Context: an optimization exercise on an open-source flow, tuned for small area, a short achievable clock period and few clock cycles. The choices shown serve that exercise and are no tape-out recipe. Function was checked by simulation only, so behaviour that the tests miss may differ from the original.

Setup of run E:
// dshot_tdec
module dshot_tdec (
    input  wire        clk,
    input  wire        rst,             
    input  wire        cfg_scheme,      
    input  wire [6:0]  cfg_tol,         
    input  wire        cfg_csum_inv,    
    input  wire [15:0] cfg_nom_period,  
    input  wire        in_valid,
    output wire        in_ready,
    input  wire        in_end,
    input  wire        in_level,        
    input  wire [15:0] in_high,         
    input  wire [15:0] in_len,          
    output reg         out_valid,
    output reg  [2:0]  out_status,
    output reg  [15:0] out_raw
);
    localparam [2:0] STAT_OK   = 3'd0;
    localparam [2:0] STAT_CSUM = 3'd2;
    localparam [2:0] STAT_INS  = 3'd3;
    localparam [2:0] STAT_BSF  = 3'd4;
    localparam [1:0] E_NONE = 2'd0, E_INS = 2'd1, E_BSF = 2'd2;
    localparam [1:0] A_IDLE = 2'd0, A_DIV = 2'd1, A_READY = 2'd2, A_HAND = 2'd3;
    localparam [1:0] DV_IDLE = 2'd0, DV_RUN = 2'd1, DV_DONE = 2'd2, DV_DONE2 = 2'd3;
    localparam [1:0] OWN_A = 2'd0, OWN_IN = 2'd1, OWN_B = 2'd2;
    reg        cs;
    reg [6:0]  ctol;
  ...
make LEC_CHECK=0 CAP_MARGIN=20 CORE_MARGIN=2 CORE_UTILIZATION=40 CTS_CLUSTER_DIAMETER=100 CTS_CLUSTER_SIZE=30 SLEW_MARGIN=20 finish   # period 20.0 ns
run.sh (not shown) runs the stock make flow with config.mk's settings and CLKGATE_MAP_FILE= SYNTH_SCRIPT=/design/flow/synth_recipe.tcl, a recipe that flattens the netlist after the stock synthesis.
Testbench counts of run E, summed over its fixed seeds: cycles 16,293.
Relative to run E, the following input files were edited for run D:
--- a/flow/design.v
+++ b/flow/design.v
@@ -62,21 +62,20 @@
     reg [1:0]  dv_own;
     reg [2:0]  dv_it;
     reg [20:0] dv_rem;
     reg [20:0] dv_d;
     reg [15:0] dv_q;
     reg        hv;
     reg        b_act;
     reg [5:0]  b_left;
     reg [4:0]  b_j;
     reg [1:0]  b_estat;
-    reg [5:0]  b_cnt;
     reg [15:0] b_p;
     reg [15:0] tq_1;
     reg        r1_v, r1_first, r1_last, r1_big, r1_chk, r1_err, r1_bit;
     reg [1:0]  r1_estat;
     reg [15:0] r1_d;
     reg [17:0] r1_cp;
     reg [4:0]  r1_c;
     reg        r2_v, r2_last, r2_fail;
     reg [1:0]  r2_estat;
     reg [4:0]  cum;
@@ -175,21 +174,21 @@
                 dv_own_n = v1_div_a ? OWN_A : v1_div_in ? OWN_IN : OWN_B;
             end
             DV_RUN:  if (dv_it == 3'd7) dv_st_n = DV_DONE;
             DV_DONE: dv_st_n = (dv_own == OWN_A) ? DV_IDLE : DV_DONE2;
             default: dv_st_n = DV_IDLE;
         endcase
     end
     wire [5:0] cnt_n      = proc_end ? 6'd0 : proc_samp ? cnt + 6'd1 : cnt;
     wire       pend_big_n = (proc_samp && cs) ? n_ge7 : pend_big;
     wire [5:0] wptr_n     = wptr + {5'd0, buf_we};
-    wire [5:0] rptr_tok   = rptr + b_cnt;
+    wire [5:0] rptr_tok   = rptr + b_left;    
     wire [5:0] rptr_n     = !b_issue ? rptr : b_tok ? rptr_tok : rptr1;
     wire [5:0] occ_n      = wptr_n - rptr_n;
     wire in_div_act_n = (dv_st_n != DV_IDLE) && (dv_own_n == OWN_IN);
     wire end_ok_n     = (a_st_n == A_IDLE) && (dv_st_n == DV_IDLE);
     wire samp_ok_n    = !in_div_act_n &&
                         (!(cs && (cnt_n != 6'd0) && pend_big_n) || (dv_st_n == DV_IDLE));
     wire v1_hold      = v1 && !proc;
     wire room1 = (occ_n <= 6'd30) || (cnt_n == 6'd31);
     wire room0 = (occ_n <= 6'd31) || (cnt_n == 6'd32);
     wire ok_move = in_end ? (end_ok_n && (occ_n <= 6'd31))
@@ -364,21 +363,20 @@
                 b_left <= b_left - 6'd1;
                 b_j    <= b_j + 5'd1;
                 if (b_lastis)
                     b_act <= 1'b0;
             end
             if (b_take) begin
                 b_act   <= 1'b1;
                 b_left  <= a_cnt;
                 b_j     <= 5'd0;
                 b_estat <= a_estat;
-                b_cnt   <= a_cnt;
                 b_p     <= a_pe;
             end
             if (b_issue)
                 r1_v <= 1'b1;
             else if (!r1_stall)
                 r1_v <= 1'b0;
         end
         if (b_issue) begin
             if (b_tok) begin
                 r1_first <= 1'b1;
Findings:
Relative to run E, number of standard cells after synthesis has increased by 20 in run D.
On total number of nets in the final design, run D tracks run E almost exactly.
Delta (run D minus run E): net count of the mapped netlist higher; worst hold slack now sits lower; arrival time reported for the critical path endpoint now sits higher; clock period minus final worst setup slack down 0.024 ns.
Between run D and run E, placer congestion estimate is higher for run E, run D comes in under that.
Diff run D and run E: final wirelength higher in run D
Area share of buffers outside the clock network delta (run D -> run E): insignificant
Testbench counts of run D, summed over its fixed seeds: cycles 16,293.

## re-timing with driven ports
In the flow no input, the clock included, has a driving cell. The finished layouts below were timed again as built, in two steps.
Step 1 assumes that a clkbuf_16 drives the clock port and a buf_2 every other input.
Step 2 times the ports against the registers' clock, not the clock port: input delays grow and output delays shrink by t, the midpoint of the rising clock arrivals with the driver on.
Slacks: no drivers / after step 1 / after step 2; pairs: no drivers / after step 1.
run	shift t [ns]	setup slack, ns	clock arrival spread, ns
run E	0.768	14.254 / 14.172 / 13.969	0.103 / 0.103
run D	0.775	14.278 / 14.200 / 13.786	0.085 / 0.085
After both steps every run listed still meets setup and hold. For run D, which loses most, drivers alone change the setup slack by -0.078 ns; drivers and shift together by -0.492 ns.
